Context: an optimization exercise on an open-source flow, tuned for small area, a short achievable clock period and few clock cycles per item. The choices shown serve that exercise and are no tape-out recipe.
At most, simulation tests tie the RTL to the original design; equivalence was not proved.

rev 12:
// wrs_fmd
module wrs_fmd (
    input  wire               clk,
    input  wire               rst,         
    input  wire               cfg_valid,
    input  wire        [15:0] cfg_gain,    
    input  wire               in_valid,
    output wire               in_ready,
    input  wire signed [15:0] in_i,
    input  wire signed [15:0] in_q,
    output wire               out_valid,
    input  wire               out_ready,
    output wire signed [15:0] out_y        
);
For scale: ~0.12 mm² of cells after synthesis.
==> flow/config.mk <==
export PLATFORM = sky130hd
export DESIGN_NAME = wrs_fmd
export DESIGN_NICKNAME = wrs_fmd
export VERILOG_FILES = /design/flow/design.v
export SDC_FILE = /design/flow/constraint.sdc
export NUM_CORES = 4
export LEC_CHECK = 0
export CAP_MARGIN = 20
export CORE_MARGIN = 2
export CORE_UTILIZATION = 55
export CTS_CLUSTER_DIAMETER = 110
export CTS_CLUSTER_SIZE = 26
export PLACE_DENSITY = 0.7
export SLEW_MARGIN = 20
==> flow/constraint.sdc <==
create_clock -name core_clock -period 11.0 [get_ports {clk}]
set_input_delay 2.2000 -clock core_clock [delete_from_list [all_inputs] [get_ports {clk}]]
set_output_delay 2.2000 -clock core_clock [all_outputs]
set_load 0.01 [all_outputs]
standard.sh (not shown) runs the stock make flow with config.mk's settings and CLKGATE_MAP_FILE= SYNTH_SCRIPT=/design/flow/synth_recipe.tcl, a recipe that flattens the netlist after the stock synthesis.
==> flow/flow/run.sh <==
#!/bin/bash
# The standard layout (standard synthesis unchanged), with setup repair
# aiming further below the clock period.  make's output goes to
# standard.log; each ORFS step keeps its own log under orfs/logs/.
bash standard.sh SETUP_SLACK_MARGIN=6.75 finish > standard.log 2>&1
Rev 12 did not stop at any stage, and its layout met the timing, design-rule and antenna checks.
Input changes introduced in rev 13 (baseline for comparison: rev 12):
--- a/flow/design.v
+++ b/flow/design.v
@@ -215,25 +215,26 @@
     reg [0:0] sn_q15;
     reg [19:0] thca_q15;
     reg [19:0] thcb_q15;
     reg [31:0] x_q16;
     reg [19:0] y_q16;
     reg [0:0] sn_q16;
     reg [19:0] tha_q16;
     reg [0:0] zf_q16;
     reg [19:0] thp_q17;
     reg [0:0] d15_q17;
     reg [36:0] pa_q18;
     reg [36:0] pb_q18;
-    reg [18:0] vld;    
+    reg [15:0] res_q19;
+    reg [19:0] vld;    
     wire pp1 = ((bi_one[0] & a_i[0])) ^ bi_neg[0];
     wire pp2 = ((bi_one[0] & a_i[1]) | (bi_two[0] & a_i[0])) ^ bi_neg[0];
     wire pp3 = ((bi_one[0] & a_i[2]) | (bi_two[0] & a_i[1])) ^ bi_neg[0];
     wire pp4 = ((bi_one[0] & a_i[3]) | (bi_two[0] & a_i[2])) ^ bi_neg[0];
     wire pp5 = ((bi_one[0] & a_i[4]) | (bi_two[0] & a_i[3])) ^ bi_neg[0];
     wire pp6 = ((bi_one[0] & a_i[5]) | (bi_two[0] & a_i[4])) ^ bi_neg[0];
     wire pp7 = ((bi_one[0] & a_i[6]) | (bi_two[0] & a_i[5])) ^ bi_neg[0];
     wire pp8 = ((bi_one[0] & a_i[7]) | (bi_two[0] & a_i[6])) ^ bi_neg[0];
     wire pp9 = ((bi_one[0] & a_i[8]) | (bi_two[0] & a_i[7])) ^ bi_neg[0];
     wire pp10 = ((bi_one[0] & a_i[9]) | (bi_two[0] & a_i[8])) ^ bi_neg[0];
     wire pp11 = ((bi_one[0] & a_i[10]) | (bi_two[0] & a_i[9])) ^ bi_neg[0];
     wire pp12 = ((bi_one[0] & a_i[11]) | (bi_two[0] & a_i[10])) ^ bi_neg[0];
@@ -4896,25 +4897,25 @@
     wire fs4526 = fc4461 ^ hs4462 ^ 1'b1;
     wire fc4527 = (fc4461 & hs4462) | (fc4461 & 1'b1) | (hs4462 & 1'b1);
     wire fs4528 = hc4463 ^ pp4144 ^ pp4163;
     wire fc4529 = (hc4463 & pp4144) | (hc4463 & pp4163) | (pp4144 & pp4163);
     wire hs4530 = pp4164 ^ 1'b1;
     wire hc4531 = pp4164 & 1'b1;
     wire [36:0] gp_0 = {hc4531, fc4529, fc4527, fc4525, fc4523, fc4521, fc4519, fc4517, fc4515, fc4513, fc4511, fc4509, fc4507, fc4505, fc4503, fc4501, fc4499, fc4497, fc4495, fc4493, fc4491, fc4489, fc4487, fc4485, fc4483, fc4481, fc4479, fc4477, fc4475, fc4473, fc4471, fc4469, fc4467, hc4465, hs4464, pp3978, pp3977};
     wire [36:0] gp_1 = {pp4165, hs4530, fs4528, fs4526, fs4524, fs4522, fs4520, fs4518, fs4516, fs4514, fs4512, fs4510, fs4508, fs4506, fs4504, fs4502, fs4500, fs4498, fs4496, fs4494, fs4492, fs4490, fs4488, fs4486, fs4484, fs4482, fs4480, fs4478, fs4476, fs4474, fs4472, fs4470, fs4468, fs4466, dg4167, dg4166, g_neg[0]};
     wire [37:0] ka4532 = {pa_q18, 1'b1} + {pb_q18, 1'b0};
     wire [36:0] p_c = ka4532[37:1];
     wire ovf = ~(&p_c[36:30] | ~|p_c[36:30]);
     wire [15:0] res_c = ovf ? (p_c[36] ? 16'h8000 : 16'h7fff) : p_c[30:15];
-    wire [15:0] res = res_c;
+    wire [15:0] res = res_q19;
     always @(posedge clk) begin
         if (en) begin
             ra_q1 <= rep_0;
             rb_q1 <= rep_1;
             ia_q1 <= imp_0;
             ib_q1 <= imp_1;
             are_q2 <= are_c;
             aim_q2 <= aim_c;
             sr_q2 <= sr;
             si_q2 <= si;
             d0_q2 <= d0;
             d0n_q2 <= ~d0;
@@ -5061,33 +5062,34 @@
             sn_q15 <= ~y_13[20];
             thca_q15 <= thc_0;
             thcb_q15 <= thc_1;
             x_q16 <= x_14;
             y_q16 <= y_14;
             sn_q16 <= ~y_14[19];
             tha_q16 <= tha_c;
             zf_q16 <= zf;
             thp_q17 <= thp_c;
             d15_q17 <= d15_c;
             pa_q18 <= gp_0;
             pb_q18 <= gp_1;
+            res_q19 <= res_c;
         end
     end
     always @(posedge clk) begin
         if (rst)
-            vld <= 19'd0;
+            vld <= 20'd0;
         else if (en)
-            vld <= {vld[17:0], in_fire};
+            vld <= {vld[18:0], in_fire};
     end
-    wire last_v = vld[18];
+    wire last_v = vld[19];
     wire take = ~ov | out_ready;
     always @(posedge clk) begin
         if (rst) begin
             ov  <= 1'b0;
             sv  <= 1'b0;
             rdy <= 1'b1;
         end else if (take) begin
             if (sv) begin
                 oy  <= sy;
                 ov  <= 1'b1;
                 sv  <= 1'b0;
                 rdy <= 1'b1;
==> results.txt <==
Rev 13 has number of buffers outside the clock class in the layout below what rev 12 had.
Fmax | rev 13 vs rev 12 | rev 13 faster
In the reports for rev 13 and rev 12, the smaller worst setup slack belongs to rev 12.
Against rev 12, rev 13 reports a critical path depth that is higher.
Diff rev 13 and rev 12: storage element area higher in rev 13
Between rev 13 and rev 12, the post-route standard cell area excluding fillers is lower for rev 12.
Going from rev 12 to rev 13, clock sink count climbed about 1.2%; area of combinational cells with multiple inputs was more or less identical.
Sort rev 13 and rev 12 by routed wire length asc -> top: rev 12
Sequential cell area share (higher): rev 13
Rev 13: global placement routability congestion higher than rev 12
Summary: wire length of the first global-routing pass, rev 13 worse than rev 12
Testbench counts of rev 13, summed over its fixed seeds: cycles 4,264, items 4,096.
Function not checked in rev 12: the RTL went through the layout flow alone.

-- static timing again, ports no longer ideal --
No port has a modelled driver above. Below, the same layouts with a new extraction and two added sets of constraints. Step 1, drivers: a clkbuf_16 drives clk and a buf_2 each remaining input, both assumed. Step 2 adds t to the input delays and takes it off the output delays; t is the mean of the earliest and latest rising clock arrival at the registers after step 1. Input paths then give back, and output paths get back, about the clock's delay inside the block. Slacks: ideal ports / drivers / drivers and shift; pairs: ideal ports / drivers.
run	shift t [ns]	setup WS [ns]	hold slack, ns	worst slew at a driven data input, ns	cell pins on the clock port's net
rev 12	0.820	6.476 / 6.476 / 6.429	0.418 / 0.418 / 0.418	0.11	1
rev 13	0.840	6.727 / 6.727 / 6.348	0.421 / 0.421 / 0.421	0.06	1
After both steps every run listed still meets setup and hold. The setup slack of rev 13, which loses most, moves by 0.000 ns with the drivers and by -0.379 ns with both steps.
